This is an optimization exercise on Yosys and OpenROAD, whose aim is small area and a short achievable clock period, not a production implementation. At most, simulation tests tie the RTL to the original design; equivalence was not proved. No functional check of the RTL was part of runs 6 and 7. No activity file was given, so power comes from the tool's default toggle rates.

[design.v]
module daisy_core (
    input  wire       clk,
    input  wire       rst,
    input  wire       op_valid,
    input  wire [3:0] op,
    output wire       cmd_ready,
    output wire       rx_active,
    output wire       hop_request,
    output reg        rdata_valid,
    output wire [7:0] rdata,
    output reg        radio_req,
    output wire       radio_channel,
    output reg        sink_byte_valid,
    output wire [7:0] sink_byte,
    output reg        sink_commit,
    output reg        sink_begin,
    output wire       sink_begin_chan
);
    localparam [2:0] PH_OFF      = 3'd0;
    localparam [2:0] PH_WAITPRE  = 3'd2;
    localparam [2:0] PH_WAITSTA  = 3'd3;
    localparam [2:0] PH_PREFETCH = 3'd4;
    localparam [2:0] PH_PAYLOAD  = 3'd5;
    localparam [2:0] PH_HOP      = 3'd6;
    localparam [2:0] ERR_NONE    = 3'd0;
    localparam [2:0] ERR_NOSTART = 3'd1;
    localparam [2:0] ERR_STUFF   = 3'd2;
    localparam [2:0] ERR_NOEND   = 3'd3;
    localparam [2:0] ERR_CRC     = 3'd4;
    localparam [15:0] CRC_POLY     = 16'h8408;
    localparam [15:0] CRC_RESIDUAL = 16'hF0B8;
    reg [2:0]  phase;
    reg [15:0] win;
    reg [9:0]  cnt;
    reg [7:0]  acc;
    reg [15:0] crc;
    reg        prev_e;
    reg        chan;
    reg [2:0]  err;
    reg [5:0]  tag;
    reg        busy;       
    reg [1:0]  rsel;       
    reg [2:0]  phase_n;
    reg [15:0] win_n;
    reg [9:0]  cnt_n;
    reg [7:0]  acc_n;
    reg [15:0] crc_n;
    reg        prev_e_n;
    reg        chan_n;
    reg [2:0]  err_n;
    reg [5:0]  tag_n;
    reg        busy_n;
    reg        rdata_valid_n, radio_req_n, sink_byte_valid_n, sink_commit_n, sink_begin_n;
    reg        d, b, stuff_due, do_reset;
    reg [15:0] crc_s;
    wire err_taken = rdata_valid & (rsel == 2'b11);
    assign cmd_ready       = ~busy;
    assign rx_active       = (phase != PH_OFF);
    assign hop_request     = (phase == PH_HOP) & ~busy;
    assign radio_channel   = chan;
    assign sink_begin_chan = chan;
    assign sink_byte       = acc;
    reg [5:0] rd;
    always @* begin
        case (rsel)
            2'b00:   rd = {3'd0, phase};
            2'b01:   rd = {5'd0, chan};
            2'b10:   rd = tag;
            default: rd = {3'd0, err};
        endcase
    end
    assign rdata = {2'b00, rd};
    always @* begin
        phase_n  = phase;
        win_n    = win;
        cnt_n    = cnt;
        acc_n    = acc;
        crc_n    = crc;
        prev_e_n = prev_e;
        chan_n   = chan;
        err_n    = err_taken ? ERR_NONE : err;
        tag_n    = tag;
        busy_n   = busy;
        rdata_valid_n     = 1'b0;
        radio_req_n       = 1'b0;
        sink_byte_valid_n = 1'b0;
        sink_commit_n     = 1'b0;
        sink_begin_n      = 1'b0;
        d         = ~(prev_e ^ op[0]);
        b         = win[8];
        stuff_due = &win[7:3];
        do_reset  = 1'b0;
        crc_s     = {1'b0, crc[15:1]} ^ ((b ^ crc[0]) ? CRC_POLY : 16'h0000);
        if (op_valid) begin
            if (op[3:1] == 3'b000) begin
                prev_e_n = op[0];
                win_n    = {d, win[15:1]};
                case (phase)
                    PH_WAITPRE: begin
                        cnt_n = cnt + 10'd1;
                        if (win_n == 16'h5555 && cnt >= 10'd15) begin
                            cnt_n   = 10'd0;
                            phase_n = PH_WAITSTA;
                        end else if (cnt >= 10'd5 && d == win[15]) begin
                            phase_n = PH_HOP;
                        end
                    end
                    PH_WAITSTA: begin
                        cnt_n = cnt + 10'd1;
                        if (win_n[15:8] == 8'h7E) begin
                            cnt_n   = 10'd0;
                            phase_n = PH_PREFETCH;
                        end else if (cnt[3:0] == 4'd15) begin
                            err_n    = ERR_NOSTART;
                            do_reset = 1'b1;
                        end
                    end
                    PH_PREFETCH: begin
                        cnt_n = cnt + 10'd1;
                        if (cnt[2:0] == 3'd7) begin
                            tag_n   = win_n[15:10];
                            cnt_n   = 10'd0;
                            crc_n   = 16'hFFFF;
                            phase_n = PH_PAYLOAD;
                        end
                    end
                    PH_PAYLOAD: begin
                        if (stuff_due && b) begin
                            err_n    = ERR_STUFF;
                            do_reset = 1'b1;
                        end else begin
                            if (!stuff_due) begin
                                acc_n = {b, acc[7:1]};
                                crc_n = crc_s;
                                cnt_n = cnt + 10'd1;
                                if (cnt[2:0] == 3'd7)
                                    sink_byte_valid_n = 1'b1;
                            end
                            if (win_n[15:8] == 8'h7E) begin
                                if (crc_n != CRC_RESIDUAL)
                                    err_n = ERR_CRC;
                                else
                                    sink_commit_n = 1'b1;
                                do_reset = 1'b1;
                            end else if (!stuff_due && cnt == 10'd1020) begin
                                err_n    = ERR_NOEND;
                                do_reset = 1'b1;
                            end
                        end
                    end
                    default: begin
                    end
                endcase
            end else if (op == 4'h5) begin
                if (busy) begin
                    do_reset = 1'b1;
                    busy_n   = 1'b0;
                end
            end else if (!busy) begin
                case (op)
                    4'h2: begin
                        radio_req_n = 1'b1;
                        busy_n      = 1'b1;
                    end
                    4'h3: begin
                        phase_n = PH_OFF;
                    end
                    4'h4: begin
                        if (phase == PH_HOP) begin
                            chan_n      = ~chan;
                            radio_req_n = 1'b1;
                            busy_n      = 1'b1;
                        end
                    end
                    4'h8, 4'h9, 4'hA: begin
                        rdata_valid_n = 1'b1;
                    end
                    4'hB: begin
                        rdata_valid_n = 1'b1;
                        err_n         = err_taken ? ERR_NONE : err;
                    end
                    default: begin
                    end
                endcase
            end
        end
        if (do_reset) begin
            cnt_n        = 10'd0;
            phase_n      = PH_WAITPRE;
            sink_begin_n = 1'b1;
        end
    end
    always @(posedge clk) begin
        win  <= win_n;
        cnt  <= cnt_n;
        acc  <= acc_n;
        crc  <= crc_n;
        rsel <= op[1:0];
        if (rst) begin
            phase           <= PH_OFF;
            prev_e          <= 1'b0;
            chan            <= 1'b0;
            err             <= ERR_NONE;
            tag             <= 6'd0;
            busy            <= 1'b0;
            rdata_valid     <= 1'b0;
            radio_req       <= 1'b0;
            sink_byte_valid <= 1'b0;
            sink_commit     <= 1'b0;
            sink_begin      <= 1'b0;
        end else begin
            phase           <= phase_n;
            prev_e          <= prev_e_n;
            chan            <= chan_n;
            err             <= err_n;
            tag             <= tag_n;
            busy            <= busy_n;
            rdata_valid     <= rdata_valid_n;
            radio_req       <= radio_req_n;
            sink_byte_valid <= sink_byte_valid_n;
            sink_commit     <= sink_commit_n;
            sink_begin      <= sink_begin_n;
        end
    end
endmodule
[run.sh]
#!/bin/bash
# synth_recipe.tcl (not shown) runs the flow's synth.tcl, then flattens the netlist and writes it again
# the make line also repeats each setting of config.mk as NAME=value (left out here)
make -C /OpenROAD-flow-scripts/flow DESIGN_CONFIG=/design/flow/config.mk WORK_HOME=/design/flow/orfs CLKGATE_MAP_FILE= SYNTH_SCRIPT=/design/flow/synth_recipe.tcl finish
[config.mk]
export PLATFORM = sky130hd
export DESIGN_NAME = daisy_core
export DESIGN_NICKNAME = daisy_core
export VERILOG_FILES = /design/flow/design.v
export SDC_FILE = /design/flow/constraint.sdc
export NUM_CORES = 4
export LEC_CHECK = 0
export ABC_AREA = 1
export CAP_MARGIN = 20
export CORE_MARGIN = 2
export CORE_UTILIZATION = 40
export SLEW_MARGIN = 20
[constraint.sdc]
create_clock -name core_clock -period 3.5 [get_ports {clk}]
set_input_delay 0.7000 -clock core_clock [delete_from_list [all_inputs] [get_ports {clk}]]
set_output_delay 0.7000 -clock core_clock [all_outputs]
set_load 0.01 [all_outputs]
==> results of run 1 <==
logic make-up after synthesis:
kind of cell / count (synthesis) / share of synthesized area [%]
fa+ha+maj: 6 / 2.011
other cells: 1 / 0.1005
compound gates: 47 / 7.342
flops: 71 / 48.54
buf+inv: 71 / 7.978
xor+xnor: 5 / 1.174
simple gates: 255 / 32.85
cell type report:
class                      count  area (µm²)  share of cell area, %
clock buffer                  10       127.6                  2.956
clock inverter                 6       61.31                  1.420
inverter                      61       229.0                  5.303
multi-input combinational    315        1627                  37.67
sequential                    71        1812                  41.96
tap                          111       138.9                  3.216
timing repair buffer          33       322.8                  7.476
layer usage:
layer  GRT usage (%)  vias to the layer above  wire length [µm]
li1                -                     1553                 -
met5               0                        -                 0
met1           21.54                     1367              3656
met3           4.508                        9               423
met4           4.426                        0                82
met2           28.82                       62              3840
stage by stage:
stage	area [µm²]	utilization (%)
6_report	4318	47.18
5_1_grt	4318	47.18
4_1_cts	4318	47.18
3_5_place_dp	4129	45.11
3_3_place_gp	4129	45.11
2_1_floorplan	3736	-
state kept, by name, indices dropped and copies added (netlist names), 2 cells and up:
signal,count
crc,16
cnt,10
err,3
tag,6
phase,3
rsel,2
win,15
acc,8
critical path: cells and delay by family:
family	cells	cell delay, ns
AOI/OAI and AO/OA	1	0.14
and+or+nand+nor	10	0.93
buffers and inverters	3	0.61
xor gates and xnor gates	1	0.28
adders and majority gates	1	0.23
final timing paths:
path,endpoint,slack (ns),cells past startpoint
worst min register to register,acc[6]$_DFFE_PP_,0.45,0
worst max register to register,phase[1]$_SDFFE_PP0P_,1.44,15
worst max-delay path,phase[1]$_SDFFE_PP0P_,0.88,16
worst min-delay path,acc[6]$_DFFE_PP_,0.45,0
Yosys cell counts (all sizes together):
cell type	n
a211oi	1
a21oi	17
a31oi	1
and2	1
and3b	1
buf	6
clkbuf	4
conb	1
dfxtp	32
edfxtp	39
ha	6
inv	61
nand2	117
nand3	39
nand3b	2
nand4	10
nor2	65
nor3	10
nor3b	1
nor4	2
o211ai	1
o21ai	23
o21bai	1
o31ai	3
or2	7
xnor2	2
xor2	3
power by group through the flow:
| stage | logic (mW) | clock network [mW] | registers [mW] |
|---|---|---|---|
| after floorplan | 0.108 | 0 | 0.935 |
| after global placement | 0.144 | 0 | 0.942 |
| after detailed placement | 0.147 | 0 | 0.944 |
| after CTS | 0.148 | 0.649 | 0.925 |
| after global routing | 0.171 | 0.678 | 0.928 |
| final | 0.146 | 0.632 | 0.925 |
==> run notes, run 1 <==
- Total setup buffers inserted after CTS: 0
- Worst Tran Pin Value: 0.5336 ns
- Antenna Diode Count: 0
- Share of the synthesized area in the top cell type: 31.38%
- Post-route worst hold slack: 0.4520 ns
- Share of power burned in combinational logic: 8.6%
- Path category of the worst min-delay check: reg -> reg
- Via count of the first global-routing pass: 2894
- Result of the run: no timing/DRC/antenna violations
- Count of placed standard cells in the final layout, fillers left out: 607
- Kind of start point of the critical path: input port
- Normalized max-slew margin: 64.39%
- Clock period minus worst slack: 2.620 ns
- Top-level port count: 33
- Dominant cell type by area after synthesis: edfxtp_1
- Smallest setup slack after layout: 0.8800 ns
- Max-cap check violation count: 0
- Unrepaired setup endpoints after global routing: no
- Total clock buffers created by CTS: 9
- Insertion delay to the later sink of the worst-skew pair: 0.34 ns
- Count of placed standard cells including taps: 591
- Startpoint of the lowest-slack register-to-register path: prev_e$_SDFFE_PP0P_
- Syn Area/Cell: 8.185 µm²
- Maximum root-to-sink buffer count: 2
- Top library cells by usage in the layout, fill and taps aside: nand2_1, inv_1, nor2_1
- Count of warnings emitted by yosys: 1
- Clock slew at reported path FFs: 0.08 ns
- Switching part of the total: 25.11%
- Final Hold Violating Endpoints: 0
- DPL Wire Length: 5919 µm
- Vias after detailed routing: 2991
- Worst-path cell chain: clkdlybuf4s50_1 -> xnor2_1 -> inv_1 -> ha_1 -> nand3_1 -> nor2_1 -> nor2_1 -> nand2_1 -> nand2_1 -> o21bai_2 -> nand3b_4 -> nand2_1 -> inv_1 -> nand2_1 -> nand2_1 -> nor2_1
- Detail-routed via count per cell: 4.928
- Global-route wire length before repair: 13610 µm
- Overall routed net length: 8002 µm
- Die Area: 10120 µm²
- Hold bufs inserted after CTS: 0
- Total grt overflow: 0
- CTS sink cnt: 71
- CTS tree: yes
- Worst path required time: 3.78 ns
- Net switching power figure: 0.4278 mW
- Fraction of layout cells with a size suffix above 1: 10.89%
- Launch point of the worst hold path: acc[7]$_DFFE_PP_
- Part of the total power dissipated in the clock network: 37.1%
- Cell chosen for the clock root: clkbuf_8
- Number of search-and-repair iterations in the first detailed-routing pass: 4
- Synth unique cells: 43
- Post-route setup TNS: 0 ns
- Maximum fanout along the worst path: 7
- Final number of max-transition violations: 0
- Final antenna-violating net count: 0
- Vert. Die Dim: 100.6 µm
- Start point of the critical path: op[0]
- Crit-path slowest cell: clkdlybuf4s50_1
- Overall routing resource usage: 17.02%
- Post-layout net count: 504
- DP Worst Slack: 0.5569 ns
- Placement Rows: 35
- Internal power consumption: 1.276 mW
- Setup violators final: 0
- Total design power: 1.704 mW
- Routability-driven placement congestion ratio: 0.8813
- Cell repeated most along the worst path: nand2_1
- Area inside the core boundary: 9153 µm²
- Input/output buffers: 30
- Flops & latches, synth: 71
- Final critical-path share of the clock period: 74.86%
- Data arrival, critical path: 2.90 ns
- Initial DRC count: 186
- Cell area after technology mapping: 3732 µm²
- Most frequent standard cell in the layout excluding fill and tap cells: nand2_1
- Static power due to leakage: 1.752 nW
- Wire length per cell after detailed routing: 13.18 µm
- Power Density: 394.5 nW/µm²
- Worst stage delay on the critical path: 0.49 ns
- Layout-stage area growth over the synthesis result: 15.69%
- Sequential element share of the synthesized area: 48.54%
- Kind of critical path: in -> reg
- Filler Cell Count: 889
- CP Capture Type: flip-flop
- Main area contributors after synthesis: edfxtp_1, dfxtp_1, nand2_1
- Die boundary width: 100.6 µm
- Initial antenna violation count: 0
- DRC violation count after routing: 0
- Post-synthesis instance total: 456
- Maximum number of pins on one net before global-route repair: 21
- Maximum clock skew at final layout: 0.01067 ns
- Highest attainable clock frequency: 381.7 MHz
- Starting Density: 40.78%
- Count of instances resized after the clock tree is built: 0
- Proportion of power drawn by flip-flops and latches: 54.3%
- VDD IR-drop max: 296.7 µV
- H-Tree Depth: 3
==> run 2, diff against run 1 <==
--- a/config.mk
+++ b/config.mk
@@ -5,7 +5,7 @@
 export SDC_FILE = /design/flow/constraint.sdc
 export NUM_CORES = 4
 export LEC_CHECK = 0
-export ABC_AREA = 1
+export ABC_CLOCK_PERIOD_IN_PS = 3500
 export CAP_MARGIN = 20
 export CORE_MARGIN = 2
 export CORE_UTILIZATION = 40
==> run notes, run 2 <==
- Wire length per cell after detailed routing: 15.71 µm (was 13.18 µm)
- Biggest regs: crc (16), win (15), cnt (10) (unchanged)
- Worst Tran Pin Value: 0.7440 ns (was 0.5336 ns)
- Maximum number of pins on one net before global-route repair: 20 (was 21)
- Max-cap check violation count: 0 (unchanged)
- CTS sink cnt: 71 (unchanged)
- Input/output buffers: 30 (unchanged)
- Commonest cells in the netlist: nand2_1, edfxtp_1, nor2_1 (was nand2_1, inv_1, nor2_1)
- Die boundary width: 98.68 µm (was 100.6 µm)
- Endpoint of the lowest-slack register-to-register path: cnt[4]$_SDFFE_PP0P_ (was phase[1]$_SDFFE_PP0P_)
- Antenna Diode Count: 0 (unchanged)
- Path category of the worst min-delay check: reg -> reg (unchanged)
- Flops & latches, synth: 71 (unchanged)
- Startpoint of the lowest-slack register-to-register path: win[7]$_DFFE_PP_ (was prev_e$_SDFFE_PP0P_)
- Share of the synthesized area in the top cell type: 32.66% (was 31.38%)
- Async S/R FF share, synth: 0% (unchanged)
- Most Used Layer, Global Route: met2 (unchanged)
- Sequential element share of the synthesized area: 50.52% (was 48.54%)
- Static power due to leakage: 1.436 nW (was 1.752 nW)
- Die Area: 9738 µm² (was 10120 µm²)
- Cell area after technology mapping: 3586 µm² (was 3732 µm²)
- Layout-stage area growth over the synthesis result: 17.79% (was 15.69%)
- Overall routing resource usage: 16.94% (was 17.02%)
- Highest attainable clock frequency: 335.4 MHz (was 381.7 MHz)
- Post-layout net count: 399 (was 504)
- Clock slew at reported path FFs: 0.08 ns (about the same)
- Routability-driven placement congestion ratio: 0.9505 (was 0.8813)
- Filler Cell Count: 801 (was 889)
- Total grt overflow: 0 (unchanged)
- Final number of max-transition violations: 0 (unchanged)
- Endpoint, Worst Hold: acc[5]$_DFFE_PP_ (was acc[6]$_DFFE_PP_)
- Vert. Die Dim: 98.68 µm (was 100.6 µm)
- Clock period minus worst slack: 2.981 ns (was 2.620 ns)
- Post-route worst hold slack: 0.4518 ns (was 0.4520 ns)
- Most common cell in the netlist: nand2_1 (unchanged)
- Maximum fanout along the worst path: 8 (was 7)
- Placement Rows: 34 (was 35)
- Power Density: 412.0 nW/µm² (was 394.5 nW/µm²)
- Post-route setup TNS: 0 ns (unchanged)
- VDD IR-drop max: 149.6 µV (was 296.7 µV)
- Insertion delay to the later sink of the worst-skew pair: 0.34 ns (about the same)
- Normalized max-slew margin: 50.33% (was 64.39%)
- Total design power: 1.740 mW (was 1.704 mW)
- Worst path required time: 3.72 ns (was 3.78 ns)
- Synth unique cells: 62 (was 43)
- Fraction of layout cells with a size suffix above 1: 10.23% (was 10.89%)
- Dominant cell type by area after synthesis: edfxtp_1 (unchanged)
- Result of the run: no timing/DRC/antenna violations (unchanged)
- Global-route wire length before repair: 13190 µm (was 13610 µm)
- Setup violators final: 0 (unchanged)
- Number of synthesized flops with an enable pin: 39 (unchanged)
- Total setup buffers inserted after CTS: 0 (unchanged)
- Starting Density: 41.12% (was 40.78%)
- Hold bufs inserted after CTS: 0 (unchanged)
- Vias after detailed routing: 2734 (was 2991)
- Initial antenna violation count: 0 (unchanged)
- Count of warnings emitted by yosys: 1 (unchanged)
- Post-synthesis instance total: 357 (was 456)
- Final critical-path share of the clock period: 85.18% (was 74.86%)
- Most frequent standard cell in the layout excluding fill and tap cells: nand2_1 (unchanged)
- Flip-flop count of the largest register after layout: 16 (unchanged)
- DRC violation count after routing: 0 (unchanged)
- Cell area after placement: 3979 µm² (was 4129 µm²)
- Storage cell area: 1812 µm² (unchanged)
- Final antenna-violating net count: 0 (unchanged)
- CP Capture Type: flip-flop (unchanged)
- Worst-case register-to-register setup slack: 1.19 ns (was 1.44 ns)
- Data arrival, critical path: 3.20 ns (was 2.90 ns)
- H-Tree Depth: 3 (unchanged)
- Maximum root-to-sink buffer count: 2 (unchanged)
- Syn Area/Cell: 10.04 µm² (was 8.185 µm²)
- Top library cells by usage in the layout, fill and taps aside: nand2_1, edfxtp_1, nor2_1 (was nand2_1, inv_1, nor2_1)
- Area inside the core boundary: 8721 µm² (was 9153 µm²)
- Number of search-and-repair iterations in the first detailed-routing pass: 4 (unchanged)
- Logic depth of the worst register-to-register path: 6 (was 15)
- Main area contributors after synthesis: edfxtp_1, dfxtp_1, nand2_1 (unchanged)
- Launch point of the worst hold path: acc[6]$_DFFE_PP_ (was acc[7]$_DFFE_PP_)
- Top-level port count: 33 (unchanged)
- Met1 Resource Use GR: 24.02% (was 21.54%)
- Met3 track demand over resource in global routing: 3.901% (was 4.508%)
- Count of instances resized after the clock tree is built: 0 (unchanged)
- Overall routed net length: 7838 µm (was 8002 µm)
- Maximum clock skew at final layout: 0.01044 ns (was 0.01067 ns)
- Post-route cell area: 4224 µm² (was 4318 µm²)
- Met2 usage: 25.38% (was 28.82%)
- Total clock buffers created by CTS: 9 (unchanged)
- Cell chosen for the clock root: clkbuf_8 (unchanged)
- Kind of start point of the critical path: input port (unchanged)
- Detail-routed via count per cell: 5.479 (was 4.928)
- Unrepaired setup endpoints after global routing: no (unchanged)
- Area occupied by multi-input gates: 1644 µm² (was 1627 µm²)
- Final Hold Violating Endpoints: 0 (unchanged)
- DPL Wire Length: 5652 µm (was 5919 µm)
- Kind of critical path: in -> reg (unchanged)
- Via count of the first global-routing pass: 2606 (was 2894)
- Largest Register: crc (unchanged)
- Count of cells along the worst hold path: 0 (unchanged)
- CTS tree: yes (unchanged)
- Most frequently used flop master after synthesis: edfxtp_1 (unchanged)
- Initial DRC count: 158 (was 186)
- Final core utilization: 48.44% (was 47.18%)
## run 2: cell count changes after synthesis, moves of 6 or more
cell / delta
nor2b_1: +7
inv_1: -52
nand3_1: -13
nand2b_1: +6
nand2_1: -60
mux2i_1: +9
nor2_1: -18
o21ai_0: -6
## run 2: how the worst max path moves through the flow
| stage | start | slack, ns | depth (start not counted) | to |
|---|---|---|---|---|
| 2_1_floorplan | op[1] | 0.62 | 4 | crc[0]$_SDFFCE_PN1P_ |
| 3_5_place_dp | op[0] | 0.21 | 10 | cnt[4]$_SDFFE_PP0P_ |
| 5_1_grt | op[0] | 0.33 | 10 | cnt[4]$_SDFFE_PP0P_ |
| 6_report | op[0] | 0.52 | 10 | cnt[4]$_SDFFE_PP0P_ |
| 4_1_cts | op[0] | 0.57 | 10 | cnt[4]$_SDFFE_PP0P_ |
| 3_3_place_gp | op[0] | 0.41 | 10 | cnt[4]$_SDFFE_PP0P_ |
## run 2: report_power, final
group	internal (mW)	leakage, nW	switching (mW)
Sequential	0.879	0.562	0.0119
Clock	0.475	0.123	0.310
Combinational	0.0283	0.751	0.0362
## run 2: metal layers
layer	routed length, µm	up-vias
met3	392	10
met4	116	0
met1	3810	1309
met2	3518	70
li1	-	1345
met5	0	-
## run 2: area by class of cell
| type | count | area share (%) |
|---|---|---|
| multi-input cells | 259 | 38.92 |
| well taps | 108 | 3.199 |
| flip-flops and latches | 71 | 42.89 |
| clock inverters | 7 | 2.873 |
| clock buffers | 9 | 2.932 |
| repair buffers | 37 | 8.353 |
| inverters | 8 | 0.8294 |
## run 2: critical path, cell delays in order
cell and delay, ns:
clkdlybuf4s50_1 0.63, xnor2_1 0.17, inv_1 0.08, ha_1 0.14, nand3_1 0.14, nor4bb_1 0.47, and3_1 0.31, o21ai_1 0.14
o21bai_2 0.34, nor2_1 0.09
## run 2: metrics by stage
| step | instances | setup slack [ns] |
|---|---|---|
| floorplan | 358 | 0.6218 |
| global placement | 483 | 0.4088 |
| detailed placement | 483 | 0.2147 |
| CTS | 499 | 0.5743 |
| global route | 499 | 0.3315 |
| finish | 499 | 0.5187 |
## run 2: cells by family after synthesis
logic type	count (synthesis)	synth area share (%)
AO/OA/AOI/OAI	51	10.43
adder cells (fa/ha/maj)	6	2.093
buffers and inverters	28	4.257
other	1	0.1046
multiplexers	10	3.140
XOR/XNOR	14	3.419
AND/OR/NAND/NOR	176	26.03
flip-flops	71	50.52
==> run 3, diff against run 2 <==
--- a/config.mk
+++ b/config.mk
@@ -5,8 +5,8 @@
 export SDC_FILE = /design/flow/constraint.sdc
 export NUM_CORES = 4
 export LEC_CHECK = 0
-export ABC_CLOCK_PERIOD_IN_PS = 3500
 export CAP_MARGIN = 20
 export CORE_MARGIN = 2
 export CORE_UTILIZATION = 40
+export SETUP_SLACK_MARGIN = 1.5
 export SLEW_MARGIN = 20
==> run notes, run 3 <==
- Result of the run: no timing/DRC/antenna violations (unchanged)
- Adder-Cell Fraction of Synth Area: 2.094% (unchanged)
- CP Capture Type: flip-flop (unchanged)
- Path category of the worst min-delay check: reg -> reg (unchanged)
- Overall routing resource usage: 18.12% (was 16.94%)
- Die boundary width: 98.68 µm (unchanged)
- Antenna Diode Count: 0 (unchanged)
- Worst-case register-to-register setup slack: 1.46 ns (was 1.19 ns)
- Proportion of synthesized area in mux cells: 3.140% (unchanged)
- Filler Cell Count: 740 (was 801)
- Most frequently used flop master after synthesis: edfxtp_1 (unchanged)
- Synthesized-area fraction occupied by xor and xnor cells: 3.419% (unchanged)
- Dominant cell type by area after synthesis: edfxtp_1 (unchanged)
- Initial DRC count: 131 (was 158)
- Largest Register: crc (unchanged)
- Final number of max-transition violations: 0 (unchanged)
- Kind of start point of the critical path: input port (unchanged)
- Top-level port count: 33 (unchanged)
- DPL Wire Length: 5714 µm (was 5652 µm)
- Smallest setup slack after layout: 1.408 ns (was 0.5187 ns)
- Commonest cells in the netlist: nand2_1, edfxtp_1, nor2_1 (unchanged)
- Count of warnings emitted by yosys: 1 (unchanged)
- Detail-routed via count per cell: 5.610 (was 5.479)
- Max-cap check violation count: 0 (unchanged)
- Post-synthesis share of cell area spent on and, or, nand and nor gates: 26.03% (unchanged)
- Worst-path cell chain: clkdlybuf4s15_2 -> or3_4 -> buf_6 -> a2111oi_4 -> buf_4 -> buf_8 (was clkdlybuf4s50_1 -> xnor2_1 -> inv_1 -> ha_1 -> nand3_1 -> nor4bb_1 -> and3_1 -> o21ai_1 -> o21bai_2 -> nor2_1)
- Share of the synthesized area in compound gates (AO/OA/AOI/OAI): 10.43% (unchanged)
- VDD IR-drop max: 174.6 µV (was 149.6 µV)
- Post-route setup TNS: 0 ns (unchanged)
- Clock period minus worst slack: 2.092 ns (was 2.981 ns)
- Vert. Die Dim: 98.68 µm (unchanged)
- DP Worst Slack: 0.4424 ns (was 0.2147 ns)
- Starting Density: 41.12% (unchanged)
- Power Density: 363.3 nW/µm² (was 412.0 nW/µm²)
- Top library cells by usage in the layout, fill and taps aside: nand2_1, edfxtp_1, nor2_1 (unchanged)
- Initial antenna violation count: 0 (unchanged)
- Dominant combinational cell family by area after synthesis: simple AND/OR/NAND/NOR gates (unchanged)
- Switching part of the total: 23.33% (was 20.56%)
- CTS tree: yes (unchanged)
- Maximum number of pins on one net before global-route repair: 19 (was 20)
- Overall routed net length: 8822 µm (was 7838 µm)
- Sequential element share of the synthesized area: 50.52% (unchanged)
- Maximum clock skew at final layout: 0.009709 ns (was 0.01044 ns)
- Post-synthesis instance total: 357 (unchanged)
- Startpoint of the lowest-slack register-to-register path: prev_e$_SDFFE_PP0P_ (was win[7]$_DFFE_PP_)
- Total grt overflow: 0 (unchanged)
- Total clock buffers created by CTS: 9 (unchanged)
- Wire length per cell after detailed routing: 16.61 µm (was 15.71 µm)
- Net switching power figure: 0.4043 mW (was 0.3577 mW)
- Endpoint of the lowest-slack register-to-register path: phase[0]$_SDFFE_PP0P_ (was cnt[4]$_SDFFE_PP0P_)
- Layout-stage area growth over the synthesis result: 33.04% (was 17.79%)
- Setup violators final: 0 (unchanged)
- Count of cells along the worst hold path: 0 (unchanged)
- Internal power consumption: 1.329 mW (was 1.382 mW)
- Highest attainable clock frequency: 478.1 MHz (was 335.4 MHz)
- Post-layout net count: 431 (was 399)
- Maximum root-to-sink buffer count: 2 (unchanged)
- Cell chosen for the clock root: clkbuf_8 (unchanged)
- CTS sink cnt: 71 (unchanged)
- Logic depth of the worst register-to-register path: 9 (was 6)
- Static power due to leakage: 1.695 nW (was 1.436 nW)
- Async S/R FF share, synth: 0% (unchanged)
- Flip-flop count of the largest register after layout: 16 (unchanged)
- Via count of the first global-routing pass: 2770 (was 2606)
- Insertion delay to the later sink of the worst-skew pair: 0.36 ns (was 0.34 ns)
- H-Tree Depth: 3 (unchanged)
- Global-route wire length before repair: 14010 µm (was 13190 µm)
- Crit-path slowest cell: or3_4 (was clkdlybuf4s50_1)
- Kind of critical path: in -> reg (unchanged)
- Unrepaired setup endpoints after global routing: yes (was no)
- Worst path required time: 3.57 ns (was 3.72 ns)
- Number of synthesized flops with an enable pin: 39 (unchanged)
- Flops & latches, synth: 71 (unchanged)
- Most common cell in the netlist: nand2_1 (unchanged)
- Area inside the core boundary: 8721 µm² (unchanged)
- Share of power burned in combinational logic: 5.2% (was 3.7%)
- Launch point of the worst hold path: acc[4]$_DFFE_PP_ (was acc[6]$_DFFE_PP_)
- Worst stage delay on the critical path: 0.45 ns (was 0.63 ns)
- Input/output buffers: 30 (unchanged)
- Synth unique cells: 62 (unchanged)
- Fraction of layout cells with a size suffix above 1: 31.21% (was 10.23%)
- Most frequent standard cell in the layout excluding fill and tap cells: nand2_1 (unchanged)
- Data arrival, critical path: 2.16 ns (was 3.20 ns)
- Vias after detailed routing: 2979 (was 2734)
- Part of the total power dissipated in the clock network: 43.6% (was 45.1%)
- Biggest regs: crc (16), win (15), cnt (10) (unchanged)
- Final critical-path share of the clock period: 59.76% (was 85.18%)
- Clock slew at reported path FFs: 0.08 ns (about the same)
- Routability-driven placement congestion ratio: 0.8473 (was 0.9505)
- DRC violation count after routing: 0 (unchanged)
- Die Area: 9738 µm² (unchanged)
- Share of the synthesized area in the top cell type: 32.66% (unchanged)
- Final Hold Violating Endpoints: 0 (unchanged)
- Cell area after technology mapping: 3586 µm² (unchanged)
- Proportion of power drawn by flip-flops and latches: 51.2% (about the same)
- Final antenna-violating net count: 0 (unchanged)
- Endpoint, Worst Hold: acc[3]$_DFFE_PP_ (was acc[5]$_DFFE_PP_)
- Maximum fanout along the worst path: 8 (unchanged)
- Placement Rows: 34 (unchanged)
- Number of search-and-repair iterations in the first detailed-routing pass: 5 (was 4)
- Main area contributors after synthesis: edfxtp_1, dfxtp_1, nand2_1 (unchanged)
- Hold bufs inserted after CTS: 0 (unchanged)
- Syn Area/Cell: 10.04 µm² (unchanged)
run 3: layout make-up:
cell class | count | area [µm²] | share of cell area (%)
clock buffers | 9 | 123.9 | 2.596
multi-input cells | 259 | 1953 | 40.94
clock inverters | 7 | 102.6 | 2.151
flip-flops and latches | 71 | 1834 | 38.45
repair buffers | 69 | 586.8 | 12.30
inverters | 8 | 35.03 | 0.7343
well taps | 108 | 135.1 | 2.832
run 3: kinds of logic (layout without fill, tap and decap cells):
logic type	count (synthesis)	count (layout)
AOI/OAI and AO/OA	51	51
xor gates and xnor gates	14	14
adders and majority gates	6	6
buffers and inverters	28	93
DFF	71	71
muxes	10	10
other	1	2
and+or+nand+nor	176	176
run 3: worst max-delay path by stage:
stage,startpoint,end,slack [ns],cells past startpoint
2_1_floorplan,op[1],crc[0]$_SDFFCE_PN1P_,1.06,4
3_3_place_gp,op[0],tag[5]$_SDFFE_PP0P_,0.50,10
3_5_place_dp,op[0],tag[1]$_SDFFE_PP0P_,0.44,10
4_1_cts,op[0],cnt[8]$_SDFFE_PP0P_,1.44,10
5_1_grt,op[0],phase[0]$_SDFFE_PP0P_,1.34,10
6_report,op[2],crc[13]$_SDFFCE_PN1P_,1.41,6
run 3: metrics by stage:
stage | hold WS [ns] | utilization, % | total power, mW | cell area (µm²) | std cells
2_1_floorplan | 0.4206 | - | 0.9529 | 3697 | 358
3_3_place_gp | 0.4350 | 46.51 | 0.9781 | 4056 | 482
3_5_place_dp | 0.4330 | 46.51 | 0.9792 | 4056 | 482
4_1_cts | 0.4585 | 52.15 | 1.741 | 4548 | 518
5_1_grt | 0.4694 | 54.71 | 1.794 | 4771 | 531
6_report | 0.4539 | 54.71 | 1.733 | 4771 | 531
run 3: routing by layer:
layer	wire length (µm)	global-route usage, %
met1	4019	25.51
met2	4188	27.47
met3	449	4.184
met4	164	6.533
met5	0	0
run 3: power groups by stage:
stage | combinational, mW | clock [mW] | sequential (mW)
after global placement | 0.0686 | 0 | 0.910
after floorplan | 0.0500 | 0 | 0.903
after global routing | 0.0973 | 0.808 | 0.889
after detailed placement | 0.0695 | 0 | 0.910
after CTS | 0.0821 | 0.772 | 0.887
final | 0.0899 | 0.756 | 0.887
run 3: what timing repair did:
| item | CTS | global route |
|---|---|---|
| setup endpoints to repair | 76 | 56 |
| resized for setup | 87 | 39 |
| buffers inserted | 20 | 12 |
| cloned | 0 | 1 |
| pin swaps | 19 | 19 |
| hold endpoints to repair | 0 | 0 |
run 3: critical path, delay by kind of cell:
kind                   cells  cell delay [ns]
AOI/OAI and AO/OA          1             0.30
and+or+nand+nor            1             0.45
buffers and inverters      4             0.71
==> run 4, diff against run 3 <==
--- a/config.mk
+++ b/config.mk
@@ -8,5 +8,5 @@
 export CAP_MARGIN = 20
 export CORE_MARGIN = 2
 export CORE_UTILIZATION = 40
-export SETUP_SLACK_MARGIN = 1.5
+export SETUP_SLACK_MARGIN = 2.0
 export SLEW_MARGIN = 20
==> run notes, run 4 <==
- Part of the total power dissipated in the clock network: 42.0% (was 43.6%)
- Dominant cell type by area after synthesis: edfxtp_1 (unchanged)
- Main area contributors after synthesis: edfxtp_1, dfxtp_1, nand2_1 (unchanged)
- Share of the synthesized area in the top cell type: 32.66% (unchanged)
- Path category of the worst min-delay check: reg -> reg (unchanged)
- Post-route worst hold slack: 0.4513 ns (was 0.4539 ns)
- Top layer used by detailed routing: met4 (unchanged)
- Synth unique cells: 62 (unchanged)
- Most frequently used flop master after synthesis: edfxtp_1 (unchanged)
- Overall routing resource usage: 19.64% (was 18.12%)
- Count of warnings emitted by yosys: 1 (unchanged)
- Switching part of the total: 24.14% (was 23.33%)
- Worst path buffer plus inverter count: 2 (was 4)
- Maximum number of pins on one net before global-route repair: 19 (unchanged)
- CTS tree: yes (unchanged)
- Number of synthesized flops with an enable pin: 39 (unchanged)
- Die boundary width: 98.68 µm (unchanged)
- Static power due to leakage: 1.921 nW (was 1.695 nW)
- Biggest regs: crc (16), win (15), cnt (10) (unchanged)
- Result of the run: no timing/DRC/antenna violations (unchanged)
- Syn Area/Cell: 10.04 µm² (unchanged)
- Overall routed net length: 10010 µm (was 8822 µm)
- Max-cap check violation count: 0 (unchanged)
- Unrepaired setup endpoints after global routing: yes (unchanged)
- VDD IR-drop max: 193.9 µV (was 174.6 µV)
- Clock period minus worst slack: 2.125 ns (was 2.092 ns)
- Post-route setup TNS: 0 ns (unchanged)
- Met2 wire length: 4797 µm (was 4188 µm)
- Maximum clock skew at final layout: 0.01357 ns (was 0.009709 ns)
- Setup violators final: 0 (unchanged)
- Vert. Die Dim: 98.68 µm (unchanged)
- Flops & latches, synth: 71 (unchanged)
- Smallest setup slack after layout: 1.375 ns (was 1.408 ns)
- Net switching power figure: 0.4186 mW (was 0.4043 mW)
- Total grt overflow: 0 (unchanged)
- Kind of critical path: in -> reg (unchanged)
- H-Tree Depth: 3 (unchanged)
- WL met1: 4681 µm (was 4019 µm)
- Count of placed standard cells in the final layout, fillers left out: 566 (was 531)
- Maximum fanout along the worst path: 7 (was 8)
- Commonest cells in the netlist: nand2_1, edfxtp_1, nor2_1 (unchanged)
- Placement Rows: 34 (unchanged)
- Worst path required time: 3.74 ns (was 3.57 ns)
- Cell chosen for the clock root: clkbuf_8 (unchanged)
- Initial antenna violation count: 0 (unchanged)
- Cell area after technology mapping: 3586 µm² (unchanged)
- Final antenna-violating net count: 0 (unchanged)
- CTS sink cnt: 71 (unchanged)
- Top library cells by usage in the layout, fill and taps aside: nand2_1, buf_4, edfxtp_1 (was nand2_1, edfxtp_1, nor2_1)
- Post-route cell area: 5358 µm² (was 4771 µm²)
- Insertion delay to the later sink of the worst-skew pair: 0.36 ns (about the same)
- Sequential element share of the synthesized area: 50.52% (unchanged)
- Async S/R FF share, synth: 0% (unchanged)
- Most frequent standard cell in the layout excluding fill and tap cells: nand2_1 (unchanged)
- Total clock buffers created by CTS: 9 (unchanged)
- Vias after detailed routing: 3127 (was 2979)
- CP Capture Type: flip-flop (unchanged)
- Flip-flop count of the largest register after layout: 16 (unchanged)
- DPL Wire Length: 5557 µm (was 5714 µm)
- Data arrival, critical path: 2.36 ns (was 2.16 ns)
- Most common cell in the netlist: nand2_1 (unchanged)
- Via count of the first global-routing pass: 2919 (was 2770)
- Input/output buffers: 30 (unchanged)
- DP Worst Slack: 0.4247 ns (was 0.4424 ns)
- Die Area: 9738 µm² (unchanged)
- Post-layout net count: 466 (was 431)
- Final Hold Violating Endpoints: 0 (unchanged)
- Initial DRC count: 224 (was 131)
- Crit-path slowest cell: nor4bb_4 (was or3_4)
- DRC violation count after routing: 0 (unchanged)
- Post-synthesis instance total: 357 (unchanged)
- Final core utilization: 61.43% (was 54.71%)
- Area inside the core boundary: 8721 µm² (unchanged)
- Final critical-path share of the clock period: 60.70% (was 59.76%)
- Maximum root-to-sink buffer count: 2 (unchanged)
- Global-route wire length before repair: 15120 µm (was 14010 µm)
- Top-level port count: 33 (unchanged)
- Layout-stage area growth over the synthesis result: 49.41% (was 33.04%)
- Length of routed met3 wiring: 416 µm (was 449 µm)
- Detail-routed via count per cell: 5.525 (was 5.610)
- Worst stage delay on the critical path: 0.42 ns (was 0.45 ns)
- Kind of start point of the critical path: input port (unchanged)
- Highest attainable clock frequency: 470.7 MHz (was 478.1 MHz)
- Wire length per cell after detailed routing: 17.68 µm (was 16.61 µm)
- Routability-driven placement congestion ratio: 0.8717 (was 0.8473)
- Share of power burned in combinational logic: 6.8% (was 5.2%)
- Internal power consumption: 1.315 mW (was 1.329 mW)
- Power Density: 323.7 nW/µm² (was 363.3 nW/µm²)
- Cell area after placement: 4064 µm² (was 4056 µm²)
- Final number of max-transition violations: 0 (unchanged)
- Clock slew at reported path FFs: 0.08 ns (about the same)
- Largest Register: crc (unchanged)
- Total design power: 1.734 mW (was 1.733 mW)
- Fraction of layout cells with a size suffix above 1: 49.34% (was 31.21%)
- CP top delay family: simple AND/OR/NAND/NOR gates (was buffers and inverters)
- Antenna Diode Count: 0 (unchanged)
- Count of placed standard cells including taps: 480 (was 482)
- Starting Density: 41.12% (unchanged)
- Proportion of power drawn by flip-flops and latches: 51.1% (was 51.2%)
- Worst-path cell chain: buf_8 -> xnor2_4 -> inv_2 -> ha_4 -> nand3_4 -> nor4bb_4 -> and3_4 -> o21ai_4 -> o21bai_4 -> nor2_1 (was clkdlybuf4s15_2 -> or3_4 -> buf_6 -> a2111oi_4 -> buf_4 -> buf_8)
- Number of search-and-repair iterations in the first detailed-routing pass: 5 (unchanged)
==> run 4: final cells by class <==
class                      count  area, µm²
clock buffer                  10      148.9
sequential                    71       1839
timing repair buffer         102      912.1
multi-input combinational    259       2180
fill                         655       3363
inverter                       8      42.54
clock inverter                 6      72.57
tap                          108      135.1
timing repair inverter         2      27.53
==> run 4: routing by layer <==
metal	vias to the layer above	GRT usage, %
met5	-	0
met4	0	6.112
met3	11	4.326
met2	79	29.83
met1	1551	28.18
li1	1486	-
==> run 4: final timing paths <==
path	from	endpoint	slack, ns	depth (start not counted)
max	op[0]	cnt[8]$_SDFFE_PP0P_	1.38	10
max reg2reg	prev_e$_SDFFE_PP0P_	cnt[8]$_SDFFE_PP0P_	1.41	9
min	acc[6]$_DFFE_PP_	acc[5]$_DFFE_PP_	0.45	0
min reg2reg	acc[6]$_DFFE_PP_	acc[5]$_DFFE_PP_	0.45	0
==> run 4: what timing repair did <==
item | CTS | global route
resized for setup | 211 | 63
endpoints found under the hold margin | 0 | 0
hold buffers | 0 | 0
cloned | 3 | 1
buffers inserted | 47 | 19
setup endpoints to repair | 108 | 107
pin swaps | 32 | 27
==> run 4: logic make-up (layout without fill, tap and decap cells) <==
kind of cell,Yosys count,in the layout,share of synthesized area (%)
adders and majority gates,6,6,2.093
DFF,71,71,50.52
and+or+nand+nor,176,176,26.03
xor gates and xnor gates,14,14,3.419
muxes,10,10,3.140
buffers and inverters,28,128,4.257
AOI/OAI and AO/OA,51,51,10.43
other,1,2,0.1046
==> run 4: worst reg2reg max path: stages (launching register included) <==
cell and delay, ns:
dfxtp_1 0.44, xnor2_4 0.11, inv_2 0.07, ha_4 0.13, nand3_4 0.12, nor4bb_4 0.42, and3_4 0.28, o21ai_4 0.07
o21bai_4 0.25, nor2_1 0.08
==> run 4: power by group through the flow <==
stage	registers [mW]	logic [mW]	clock network (mW)
floorplan	0.903	0.0514	0
global placement	0.910	0.0688	0
detailed placement	0.910	0.0695	0
CTS	0.886	0.101	0.739
global route	0.887	0.127	0.776
finish	0.886	0.119	0.729
==> run 5, diff against run 4 <==
--- a/config.mk
+++ b/config.mk
@@ -8,5 +8,4 @@
 export CAP_MARGIN = 20
 export CORE_MARGIN = 2
 export CORE_UTILIZATION = 40
-export SETUP_SLACK_MARGIN = 2.0
 export SLEW_MARGIN = 20
==> run notes, run 5 <==
- Overall routed net length: 7838 µm (was 10010 µm)
- Detail-routed via count per cell: 5.479 (was 5.525)
- Static power due to leakage: 1.436 nW (was 1.921 nW)
- Maximum clock skew at final layout: 0.01044 ns (was 0.01357 ns)
- Area inside the core boundary: 8721 µm² (unchanged)
- Routability-driven placement congestion ratio: 0.9505 (was 0.8717)
- Count of warnings emitted by yosys: 1 (unchanged)
- Maximum fanout along the worst path: 8 (was 7)
- Die boundary width: 98.68 µm (unchanged)
- Crit-path slowest cell: clkdlybuf4s50_1 (was nor4bb_4)
- CTS sink cnt: 71 (unchanged)
- Async S/R FF share, synth: 0% (unchanged)
- Initial DRC count: 158 (was 224)
- Post-synthesis instance total: 357 (unchanged)
- Biggest regs: crc (16), win (15), cnt (10) (unchanged)
- Unrepaired setup endpoints after global routing: no (was yes)
- Number of search-and-repair iterations in the first detailed-routing pass: 4 (was 5)
- Flops & latches, synth: 71 (unchanged)
- Path category of the worst min-delay check: reg -> reg (unchanged)
- DPL Wire Length: 5652 µm (was 5557 µm)
- Count of instances resized after the clock tree is built: 0 (was 211)
- Hold bufs inserted after CTS: 0 (unchanged)
- Max-cap check violation count: 0 (unchanged)
- VDD IR-drop max: 149.6 µV (was 193.9 µV)
- Input/output buffers: 30 (unchanged)
- Kind of critical path: in -> reg (unchanged)
- Setup violators final: 0 (unchanged)
- Overall routing resource usage: 16.94% (was 19.64%)
- Most frequent standard cell in the layout excluding fill and tap cells: nand2_1 (unchanged)
- Worst path required time: 3.72 ns (was 3.74 ns)
- Syn Area/Cell: 10.04 µm² (unchanged)
- Final Hold Violating Endpoints: 0 (unchanged)
- Kind of start point of the critical path: input port (unchanged)
- Number of synthesized flops with an enable pin: 39 (unchanged)
- Total setup buffers inserted after CTS: 0 (was 47)
- Synth unique cells: 62 (unchanged)
- Maximum number of pins on one net before global-route repair: 20 (was 19)
- Top library cells by usage in the layout, fill and taps aside: nand2_1, edfxtp_1, nor2_1 (was nand2_1, buf_4, edfxtp_1)
- Fraction of layout cells with a size suffix above 1: 10.23% (was 49.34%)
- Commonest cells in the netlist: nand2_1, edfxtp_1, nor2_1 (unchanged)
- Worst-path cell chain: clkdlybuf4s50_1 -> xnor2_1 -> inv_1 -> ha_1 -> nand3_1 -> nor4bb_1 -> and3_1 -> o21ai_1 -> o21bai_2 -> nor2_1 (was buf_8 -> xnor2_4 -> inv_2 -> ha_4 -> nand3_4 -> nor4bb_4 -> and3_4 -> o21ai_4 -> o21bai_4 -> nor2_1)
- Share of the synthesized area in the top cell type: 32.66% (unchanged)
- Storage cell area: 1812 µm² (was 1839 µm²)
- Power Density: 412.0 nW/µm² (was 323.7 nW/µm²)
- Top-level port count: 33 (unchanged)
- Most frequently used flop master after synthesis: edfxtp_1 (unchanged)
- Clock period minus worst slack: 2.981 ns (was 2.125 ns)
- Clock slew at reported path FFs: 0.08 ns (about the same)
- Layout-stage area growth over the synthesis result: 17.79% (was 49.41%)
- Via count of the first global-routing pass: 2606 (was 2919)
- Cell chosen for the clock root: clkbuf_8 (unchanged)
- Count of placed standard cells in the final layout, fillers left out: 499 (was 566)
- Starting Density: 41.12% (unchanged)
- Final critical-path share of the clock period: 85.18% (was 60.70%)
- Cell area after technology mapping: 3586 µm² (unchanged)
- Die Area: 9738 µm² (unchanged)
- Result of the run: no timing/DRC/antenna violations (unchanged)
- Initial antenna violation count: 0 (unchanged)
- Dominant cell type by area after synthesis: edfxtp_1 (unchanged)
- Flip-flop count of the largest register after layout: 16 (unchanged)
- Wire length per cell after detailed routing: 15.71 µm (was 17.68 µm)
- Most common cell in the netlist: nand2_1 (unchanged)
- Highest attainable clock frequency: 335.4 MHz (was 470.7 MHz)
- Total grt overflow: 0 (unchanged)
- Final antenna-violating net count: 0 (unchanged)
- Placement Rows: 34 (unchanged)
- Worst Tran Pin Value: 0.7440 ns
- Antenna Diode Count: 0 (unchanged)
- Total clock buffers created by CTS: 9 (unchanged)
- Post-layout net count: 399 (was 466)
- Sequential element share of the synthesized area: 50.52% (unchanged)
- Final number of max-transition violations: 0 (unchanged)
- Vias after detailed routing: 2734 (was 3127)
- CP Capture Type: flip-flop (unchanged)
- Post-route setup TNS: 0 ns (unchanged)
- Vert. Die Dim: 98.68 µm (unchanged)
- Area occupied by multi-input gates: 1644 µm² (was 2180 µm²)
- Worst stage delay on the critical path: 0.63 ns (was 0.42 ns)
- Normalized max-slew margin: 50.33%
- Filler Cell Count: 801 (was 655)
- Main area contributors after synthesis: edfxtp_1, dfxtp_1, nand2_1 (unchanged)
- Insertion delay to the later sink of the worst-skew pair: 0.34 ns (was 0.36 ns)
- H-Tree Depth: 3 (unchanged)
- Count of placed standard cells including taps: 483 (was 480)
- Global-route wire length before repair: 13190 µm (was 15120 µm)
- CTS tree: yes (unchanged)
- DRC violation count after routing: 0 (unchanged)
- Data arrival, critical path: 3.20 ns (was 2.36 ns)
- Maximum root-to-sink buffer count: 2 (unchanged)
- Largest Register: crc (unchanged)
-- run 5: logic make-up (layout without fill, tap and decap cells) --
kind of cell / count (synthesis) / in the layout / share of synthesized area (%)
mux: 10 / 10 / 3.140
other cells: 1 / 2 / 0.1046
compound gates: 51 / 51 / 10.43
xor+xnor: 14 / 14 / 3.419
flops: 71 / 71 / 50.52
simple gates: 176 / 176 / 26.03
buf+inv: 28 / 61 / 4.257
fa+ha+maj: 6 / 6 / 2.093
-- run 5: worst paths after layout --
check / from / to / slack [ns] / cells past startpoint
max reg2reg: win[7]$_DFFE_PP_ / cnt[4]$_SDFFE_PP0P_ / 1.19 / 6
max: op[0] / cnt[4]$_SDFFE_PP0P_ / 0.52 / 10
min: acc[6]$_DFFE_PP_ / acc[5]$_DFFE_PP_ / 0.45 / 0
min reg2reg: acc[6]$_DFFE_PP_ / acc[5]$_DFFE_PP_ / 0.45 / 0
-- run 5: power by group --
part	internal [mW]	total [mW]	switching [mW]
combinational	0.0283	0.0645	0.0362
clock	0.475	0.785	0.310
sequential	0.879	0.891	0.0119
-- run 5: final cells by class --
class                      count  area share (%)
inverter                       8          0.8294
clock buffer                   9           2.932
tap                          108           3.199
sequential                    71           42.89
multi-input combinational    259           38.92
timing repair buffer          37           8.353
clock inverter                 7           2.873
-- run 5: per-layer routing --
layer / vias up / global-route usage, % / part of all wire, %
met1: 1309 / 24.02 / 49
met4: 0 / 6.322 / 1.5
met2: 70 / 25.38 / 45
li1: 1345 / - / -
met5: - / 0 / 0
met3: 10 / 3.901 / 5.0
-- run 5: critical path, delay by kind of cell --
kind	cells	cell delay [ns]
AND/OR/NAND/NOR	4	1.01
buffers and inverters	2	0.71
AO/OA/AOI/OAI	2	0.48
XOR/XNOR	1	0.17
adder cells (fa/ha/maj)	1	0.14
-- run 5: through the flow --
step	hold WS, ns	util, %	instance area (µm²)	total power, mW	setup slack, ns
after floorplan	0.4206	-	3596	0.9489	0.6218
after global placement	0.4341	45.62	3979	0.9719	0.4088
after detailed placement	0.4438	45.62	3979	0.9734	0.2147
after CTS	0.4514	48.44	4224	1.760	0.5743
after global routing	0.4590	48.44	4224	1.803	0.3315
final	0.4518	48.44	4224	1.740	0.5187
==> run 6, diff against run 5 <==
--- a/design.v
+++ b/design.v
@@ -3,9 +3,9 @@
     input  wire       rst,
     input  wire       op_valid,
     input  wire [3:0] op,
-    output wire       cmd_ready,
-    output wire       rx_active,
-    output wire       hop_request,
+    output reg        cmd_ready,
+    output reg        rx_active,
+    output reg        hop_request,
     output reg        rdata_valid,
     output wire [7:0] rdata,
     output reg        radio_req,
@@ -38,8 +38,7 @@
     reg        chan;
     reg [2:0]  err;
     reg [5:0]  tag;
-    reg        busy;       
-    reg [1:0]  rsel;       
+    reg [5:0]  rd;
     reg [2:0]  phase_n;
     reg [15:0] win_n;
     reg [9:0]  cnt_n;
@@ -49,27 +48,15 @@
     reg        chan_n;
     reg [2:0]  err_n;
     reg [5:0]  tag_n;
-    reg        busy_n;
+    reg [5:0]  rd_n;
+    reg        ready_n;
     reg        rdata_valid_n, radio_req_n, sink_byte_valid_n, sink_commit_n, sink_begin_n;
     reg        d, b, stuff_due, do_reset;
     reg [15:0] crc_s;
-    wire err_taken = rdata_valid & (rsel == 2'b11);
-    assign cmd_ready       = ~busy;
-    assign rx_active       = (phase != PH_OFF);
-    assign hop_request     = (phase == PH_HOP) & ~busy;
+    assign rdata           = {2'b00, rd};
     assign radio_channel   = chan;
     assign sink_begin_chan = chan;
     assign sink_byte       = acc;
-    reg [5:0] rd;
-    always @* begin
-        case (rsel)
-            2'b00:   rd = {3'd0, phase};
-            2'b01:   rd = {5'd0, chan};
-            2'b10:   rd = tag;
-            default: rd = {3'd0, err};
-        endcase
-    end
-    assign rdata = {2'b00, rd};
     always @* begin
         phase_n  = phase;
         win_n    = win;
@@ -78,14 +65,20 @@
         crc_n    = crc;
         prev_e_n = prev_e;
         chan_n   = chan;
-        err_n    = err_taken ? ERR_NONE : err;
+        err_n    = err;
         tag_n    = tag;
-        busy_n   = busy;
+        ready_n  = cmd_ready;
         rdata_valid_n     = 1'b0;
         radio_req_n       = 1'b0;
         sink_byte_valid_n = 1'b0;
         sink_commit_n     = 1'b0;
         sink_begin_n      = 1'b0;
+        case (op[1:0])
+            2'b00:   rd_n = {3'd0, phase};
+            2'b01:   rd_n = {5'd0, chan};
+            2'b10:   rd_n = tag;
+            default: rd_n = {3'd0, err};
+        endcase
         d         = ~(prev_e ^ op[0]);
         b         = win[8];
         stuff_due = &win[7:3];
@@ -152,15 +145,15 @@
                     end
                 endcase
             end else if (op == 4'h5) begin
-                if (busy) begin
+                if (!cmd_ready) begin
                     do_reset = 1'b1;
-                    busy_n   = 1'b0;
+                    ready_n  = 1'b1;
                 end
-            end else if (!busy) begin
+            end else if (cmd_ready) begin
                 case (op)
                     4'h2: begin
                         radio_req_n = 1'b1;
-                        busy_n      = 1'b1;
+                        ready_n     = 1'b0;
                     end
                     4'h3: begin
                         phase_n = PH_OFF;
@@ -169,7 +162,7 @@
                         if (phase == PH_HOP) begin
                             chan_n      = ~chan;
                             radio_req_n = 1'b1;
-                            busy_n      = 1'b1;
+                            ready_n     = 1'b0;
                         end
                     end
                     4'h8, 4'h9, 4'hA: begin
@@ -177,7 +170,7 @@
                     end
                     4'hB: begin
                         rdata_valid_n = 1'b1;
-                        err_n         = err_taken ? ERR_NONE : err;
+                        err_n         = ERR_NONE;
                     end
                     default: begin
                     end
@@ -195,14 +188,16 @@
         cnt  <= cnt_n;
         acc  <= acc_n;
         crc  <= crc_n;
-        rsel <= op[1:0];
+        rd   <= rd_n;
         if (rst) begin
             phase           <= PH_OFF;
             prev_e          <= 1'b0;
             chan            <= 1'b0;
             err             <= ERR_NONE;
             tag             <= 6'd0;
-            busy            <= 1'b0;
+            cmd_ready       <= 1'b1;
+            rx_active       <= 1'b0;
+            hop_request     <= 1'b0;
             rdata_valid     <= 1'b0;
             radio_req       <= 1'b0;
             sink_byte_valid <= 1'b0;
@@ -214,7 +209,9 @@
             chan            <= chan_n;
             err             <= err_n;
             tag             <= tag_n;
-            busy            <= busy_n;
+            cmd_ready       <= ready_n;
+            rx_active       <= (phase_n != PH_OFF);
+            hop_request     <= (phase_n == PH_HOP) & ready_n;
             rdata_valid     <= rdata_valid_n;
             radio_req       <= radio_req_n;
             sink_byte_valid <= sink_byte_valid_n;
--- a/config.mk
+++ b/config.mk
@@ -8,4 +8,5 @@
 export CAP_MARGIN = 20
 export CORE_MARGIN = 2
 export CORE_UTILIZATION = 40
+export SETUP_SLACK_MARGIN = 2.0
 export SLEW_MARGIN = 20
==> run notes, run 6 <==
- DPL Wire Length: 5372 µm (was 5652 µm)
- Total clock buffers created by CTS: 9 (unchanged)
- Fraction of layout cells with a size suffix above 1: 35.31% (was 10.23%)
- Initial antenna violation count: 0 (unchanged)
- Maximum number of pins on one net before global-route repair: 22 (was 20)
- Flops & latches, synth: 77 (was 71)
- Area inside the core boundary: 8721 µm² (unchanged)
- CTS tree: yes (unchanged)
- Routability-driven placement congestion ratio: 0.9308 (was 0.9505)
- Post-route setup TNS: 0 ns (unchanged)
- Top-level port count: 33 (unchanged)
- Commonest cells in the netlist: nand2_1, edfxtp_1, dfxtp_1 (was nand2_1, edfxtp_1, nor2_1)
- DP Worst Slack: 0.2575 ns (was 0.2147 ns)
- Total design power: 1.595 mW (was 1.740 mW)
- Cell chosen for the clock root: clkbuf_8 (unchanged)
- Post-synthesis instance total: 353 (was 357)
- Overall routing resource usage: 17.40% (was 16.94%)
- Static power due to leakage: 1.783 nW (was 1.436 nW)
- Unrepaired setup endpoints after global routing: yes (was no)
- H-Tree Depth: 3 (unchanged)
- Final critical-path share of the clock period: 61.66% (was 85.18%)
- Kind of critical path: in -> reg (unchanged)
- Async S/R FF share, synth: 0% (unchanged)
- Synth unique cells: 57 (was 62)
- CTS sink cnt: 77 (was 71)
- Overall routed net length: 8440 µm (was 7838 µm)
- Data arrival, critical path: 2.40 ns (was 3.20 ns)
- Placement Rows: 34 (unchanged)
- Global-route wire length before repair: 13540 µm (was 13190 µm)
- Die boundary width: 99.01 µm (was 98.68 µm)
- Maximum root-to-sink buffer count: 2 (unchanged)
- Smallest setup slack after layout: 1.342 ns (was 0.5187 ns)
- DRC violation count after routing: 0 (unchanged)
- Final Hold Violating Endpoints: 0 (unchanged)
- Clock period minus worst slack: 2.158 ns (was 2.981 ns)
- Post-layout net count: 430 (was 399)
- Count of warnings emitted by yosys: 1 (unchanged)
- Power Density: 338.5 nW/µm² (was 412.0 nW/µm²)
- VDD IR-drop max: 164.1 µV (was 149.6 µV)
- Path category of the worst min-delay check: reg -> reg (unchanged)
- Maximum clock skew at final layout: 0.009852 ns (was 0.01044 ns)
- Layout-stage area growth over the synthesis result: 30.49% (was 17.79%)
- Most frequent standard cell in the layout excluding fill and tap cells: nand2_1 (unchanged)
- Final number of max-transition violations: 0 (unchanged)
- Clock slew at reported path FFs: 0.08 ns (about the same)
- Cell area after technology mapping: 3611 µm² (was 3586 µm²)
- Total grt overflow: 0 (unchanged)
- Starting Density: 41.41% (was 41.12%)
- Die Area: 9803 µm² (was 9738 µm²)
- Dominant cell type by area after synthesis: edfxtp_1 (unchanged)
- Vert. Die Dim: 99.01 µm (was 98.68 µm)
- Cell area after placement: 4114 µm² (was 3979 µm²)
- Vias after detailed routing: 2838 (was 2734)
- Maximum fanout along the worst path: 4 (was 8)
- Sequential element share of the synthesized area: 53.50% (was 50.52%)
- Biggest regs: crc (16), win (15), cnt (10) (unchanged)
- Share of the synthesized area in the top cell type: 32.43% (was 32.66%)
- Via count of the first global-routing pass: 2717 (was 2606)
- Largest Register: crc (unchanged)
- Antenna Diode Count: 0 (unchanged)
- Post-route cell area: 4712 µm² (was 4224 µm²)
- Post-route worst hold slack: 0.4439 ns (was 0.4518 ns)
- Initial DRC count: 280 (was 158)
- Syn Area/Cell: 10.23 µm² (was 10.04 µm²)
- Highest attainable clock frequency: 463.4 MHz (was 335.4 MHz)
- Setup violators final: 0 (unchanged)
- CP Capture Type: flip-flop (unchanged)
- Most common cell in the netlist: nand2_1 (unchanged)
- Number of synthesized flops with an enable pin: 39 (unchanged)
- Result of the run: no timing/DRC/antenna violations (unchanged)
- Main area contributors after synthesis: edfxtp_1, dfxtp_1, nand2_1 (unchanged)
- Input/output buffers: 30 (unchanged)
- Final antenna-violating net count: 0 (unchanged)
- Detail-routed via count per cell: 5.355 (was 5.479)
- Most frequently used flop master after synthesis: edfxtp_1 (unchanged)
- Wire length per cell after detailed routing: 15.92 µm (was 15.71 µm)
- Insertion delay to the later sink of the worst-skew pair: 0.35 ns (was 0.34 ns)
- Worst path required time: 3.74 ns (was 3.72 ns)
- Number of search-and-repair iterations in the first detailed-routing pass: 4 (unchanged)
- Kind of start point of the critical path: input port (unchanged)
- Flip-flop count of the largest register after layout: 16 (unchanged)
- Top library cells by usage in the layout, fill and taps aside: nand2_1, edfxtp_1, buf_4 (was nand2_1, edfxtp_1, nor2_1)
- Max-cap check violation count: 0 (unchanged)
run 6: changes by cell type in the layout (fill, tap and decap cells not counted), moves of 5 or more:
cell and change:
buf_2 +15, buf_4 +22, buf_6 +19, clkdlybuf4s50_1 -29, dfxtp_1 -5, dfxtp_2 +10
nor2_1 -11, nor4_1 -6
run 6: final cells by class:
| cell class | count | area [µm²] |
|---|---|---|
| flip-flops and latches | 77 | 1948 |
| inverters | 7 | 38.79 |
| repair buffers | 68 | 573.1 |
| repair inverters | 1 | 11.26 |
| clock inverters | 7 | 42.54 |
| multi-input cells | 253 | 1839 |
| clock buffers | 9 | 123.9 |
| well taps | 108 | 135.1 |
| fillers | 750 | 4009 |
run 6: repair_timing:
item,in CTS,in global routing
endpoints found under the setup margin,117,106
hold buffers,0,0
cloned,3,0
gates resized for setup,175,22
pin swaps,27,9
setup buffers,24,7
run 6: worst paths after layout:
kind,cells past startpoint,start,slack (ns),to
hold reg to reg,0,acc[4]$_DFFE_PP_,0.44,acc[3]$_DFFE_PP_
setup reg to reg,6,crc[4]$_SDFFCE_PN1P_,1.36,err[1]$_SDFFE_PP0P_
setup / recovery,10,op[0],1.34,hop_request$_SDFF_PP0_
hold / removal,0,acc[4]$_DFFE_PP_,0.44,acc[3]$_DFFE_PP_
run 6: worst max-delay path, stage by stage:
cell and delay, ns:
buf_8 0.10, xnor2_2 0.12, inv_1 0.08, ha_2 0.17, and3_4 0.20, nand4_1 0.13
a211o_1 0.35, nor3b_2 0.25, o221ai_2 0.15, and4_1 0.17
run 6: cell families after synthesis:
logic type | count (synthesis) | synth area share, %
multiplexers | 12 | 3.673
adder cells (fa/ha/maj) | 6 | 2.079
flip-flops | 77 | 53.50
AND/OR/NAND/NOR | 176 | 25.85
buffers and inverters | 25 | 3.188
XOR/XNOR | 12 | 2.911
other | 1 | 0.1039
AO/OA/AOI/OAI | 44 | 8.698
run 6: per-layer routing:
layer  track usage, %  share of wire [%]  up-vias
met2            27.08                 47       67
li1                 -                  -     1393
met4            5.796                1.2        0
met3            4.539                4.8        9
met5                0                  0        -
met1            23.68                 47     1369
run 6: power by group:
group | switching, mW | internal (mW)
registers | 0.00443 | 0.944
clock network | 0.325 | 0.251
logic | 0.0383 | 0.0327
total | 0.367 | 1.23
run 6: metrics by stage:
| step | util (%) | cells |
|---|---|---|
| finish | 54.03 | 530 |
| global route | 54.03 | 530 |
| CTS | 52.51 | 523 |
| detailed placement | 47.17 | 480 |
| global placement | 47.17 | 480 |
| floorplan | - | 354 |
==> run 7, diff against run 6 <==
--- a/config.mk
+++ b/config.mk
@@ -8,5 +8,5 @@
 export CAP_MARGIN = 20
 export CORE_MARGIN = 2
 export CORE_UTILIZATION = 40
-export SETUP_SLACK_MARGIN = 2.0
+export SETUP_SLACK_MARGIN = 1.5
 export SLEW_MARGIN = 20
==> run notes, run 7 <==
- Result of the run: no timing/DRC/antenna violations (unchanged)
- Final antenna-violating net count: 0 (unchanged)
- Launch point of the worst hold path: win[5]$_DFFE_PP_ (was acc[4]$_DFFE_PP_)
- Clock slew at reported path FFs: 0.08 ns (about the same)
- Final number of max-transition violations: 0 (unchanged)
- Cell chosen for the clock root: clkbuf_8 (unchanged)
- Kind of start point of the critical path: input port (unchanged)
- Total clock buffers created by CTS: 9 (unchanged)
- Worst path required time: 3.73 ns (was 3.74 ns)
- DPL Wire Length: 5479 µm (was 5372 µm)
- CTS tree: yes (unchanged)
- Number of synthesized flops with an enable pin: 39 (unchanged)
- Syn Area/Cell: 10.23 µm² (unchanged)
- Largest Register: crc (unchanged)
- Fraction of layout cells with a size suffix above 1: 24.39% (was 35.31%)
- Top-level port count: 33 (unchanged)
- Highest attainable clock frequency: 469.5 MHz (was 463.4 MHz)
- Antenna Diode Count: 0 (unchanged)
- Vias after detailed routing: 2833 (was 2838)
- Most frequently used flop master after synthesis: edfxtp_1 (unchanged)
- Initial DRC count: 187 (was 280)
- Path category of the worst min-delay check: reg -> reg (unchanged)
- Count of warnings emitted by yosys: 1 (unchanged)
- Filler Cell Count: 781 (was 750)
- Via count of the first global-routing pass: 2789 (was 2717)
- DRC violation count after routing: 0 (unchanged)
- Power Density: 359.9 nW/µm² (was 338.5 nW/µm²)
- Clock period minus worst slack: 2.130 ns (was 2.158 ns)
- Placement Rows: 34 (unchanged)
- Vert. Die Dim: 99.01 µm (unchanged)
- Routability-driven placement congestion ratio: 0.8936 (was 0.9308)
- Biggest regs: crc (16), win (15), cnt (10) (unchanged)
- Share of the synthesized area in the top cell type: 32.43% (unchanged)
- Data arrival, critical path: 2.36 ns (was 2.40 ns)
- Initial antenna violation count: 0 (unchanged)
- Unrepaired setup endpoints after global routing: yes (unchanged)
- CTS sink cnt: 77 (unchanged)
- Main area contributors after synthesis: edfxtp_1, dfxtp_1, nand2_1 (unchanged)
- Cell area after technology mapping: 3611 µm² (unchanged)
- Maximum number of pins on one net before global-route repair: 21 (was 22)
- Endpoint of the lowest-slack register-to-register path: err[2]$_SDFFE_PP0P_ (was err[1]$_SDFFE_PP0P_)
- Maximum clock skew at final layout: 0.01075 ns (was 0.009852 ns)
- Insertion delay to the later sink of the worst-skew pair: 0.34 ns (was 0.35 ns)
- Input/output buffers: 30 (unchanged)
- Post-layout net count: 418 (was 430)
- Starting Density: 41.41% (unchanged)
- Overall routed net length: 8213 µm (was 8440 µm)
- Maximum fanout along the worst path: 6 (was 4)
- Maximum root-to-sink buffer count: 2 (unchanged)
[run 7: cell types whose count changed in the layout (fill, tap and decap cells not counted), moves of 3 or more]
cell,delta
clkdlybuf4s50_1,+22
dfxtp_2,-8
nor2_2,+3
dfxtp_1,+9
buf_4,-7
buf_6,-16
buf_2,-11
[run 7: area by class of cell]
cell class,count,area share [%]
Clock buffer,11,2.839
Clock inverter,5,1.298
Inverter,7,0.8383
Multi-Input combinational cell,253,39.26
Sequential cell,77,41.81
Tap cell,108,2.921
Timing Repair Buffer,56,10.84
Timing Repair inverter,1,0.1893
[run 7: how the worst max path moves through the flow]
stage	start	cells after the start	end
floorplan	op[0]	11	cnt[8]$_SDFFE_PP0P_
CTS	op[0]	10	hop_request$_SDFF_PP0_
finish	op[0]	10	cnt[7]$_SDFFE_PP0P_
global route	crc[12]$_SDFFCE_PN1P_	6	err[2]$_SDFFE_PP0P_
detailed placement	op[0]	10	cnt[6]$_SDFFE_PP0P_
global placement	op[0]	10	cnt[8]$_SDFFE_PP0P_
[run 7: power by group]
part	switching [mW]	internal, mW	leakage (nW)	total [mW]
logic	0.0371	0.0276	0.977	0.0647
clock network	0.319	0.332	0.0901	0.651
registers	0.00479	0.944	0.603	0.949
total	0.361	1.30	1.67	1.67
[run 7: routing by layer]
layer / global-route usage (%) / share of wire [%]
met1: 23.86 / 46
met2: 27.81 / 48
met3: 2.837 / 4.3
met4: 6.006 / 1.6
met5: 0 / 0
[run 7: critical path, stage by stage]
cell,delay [ns]
buf_8,0.10
xnor2_4,0.13
inv_2,0.07
ha_4,0.15
and3_4,0.18
and2_4,0.17
or3_4,0.35
a41oi_4,0.27
a21o_4,0.18
nor2_1,0.04
[run 7: cells by family after synthesis]
| logic type | count (synthesis) | synth area share, % |
|---|---|---|
| flops | 77 | 53.50 |
| simple gates | 176 | 25.85 |
| buf+inv | 25 | 3.188 |
| other cells | 1 | 0.1039 |
| mux | 12 | 3.673 |
| xor+xnor | 12 | 2.911 |
| fa+ha+maj | 6 | 2.079 |
| compound gates | 44 | 8.698 |
[run 7: repair_timing]
item,CTS,global route
gates cloned,3,0
setup endpoints to repair,56,32
setup buffers,15,2
gates resized for setup,57,15
hold buffers,0,0
pin swaps,21,8
[run 7: through the flow]
| step | power, mW | instances | setup WS [ns] | util, % | instance area (µm²) |
|---|---|---|---|---|---|
| finish | 1.665 | 518 | 1.370 | 53.06 | 4627 |
| global route | 1.717 | 518 | 1.294 | 53.06 | 4627 |
| CTS | 1.677 | 516 | 1.328 | 52.11 | 4544 |
| detailed placement | 1.026 | 482 | 0.2955 | 46.94 | 4094 |
| global placement | 1.025 | 482 | 0.3436 | 46.94 | 4094 |
| floorplan | 1.006 | 354 | 0.9725 | - | 3710 |
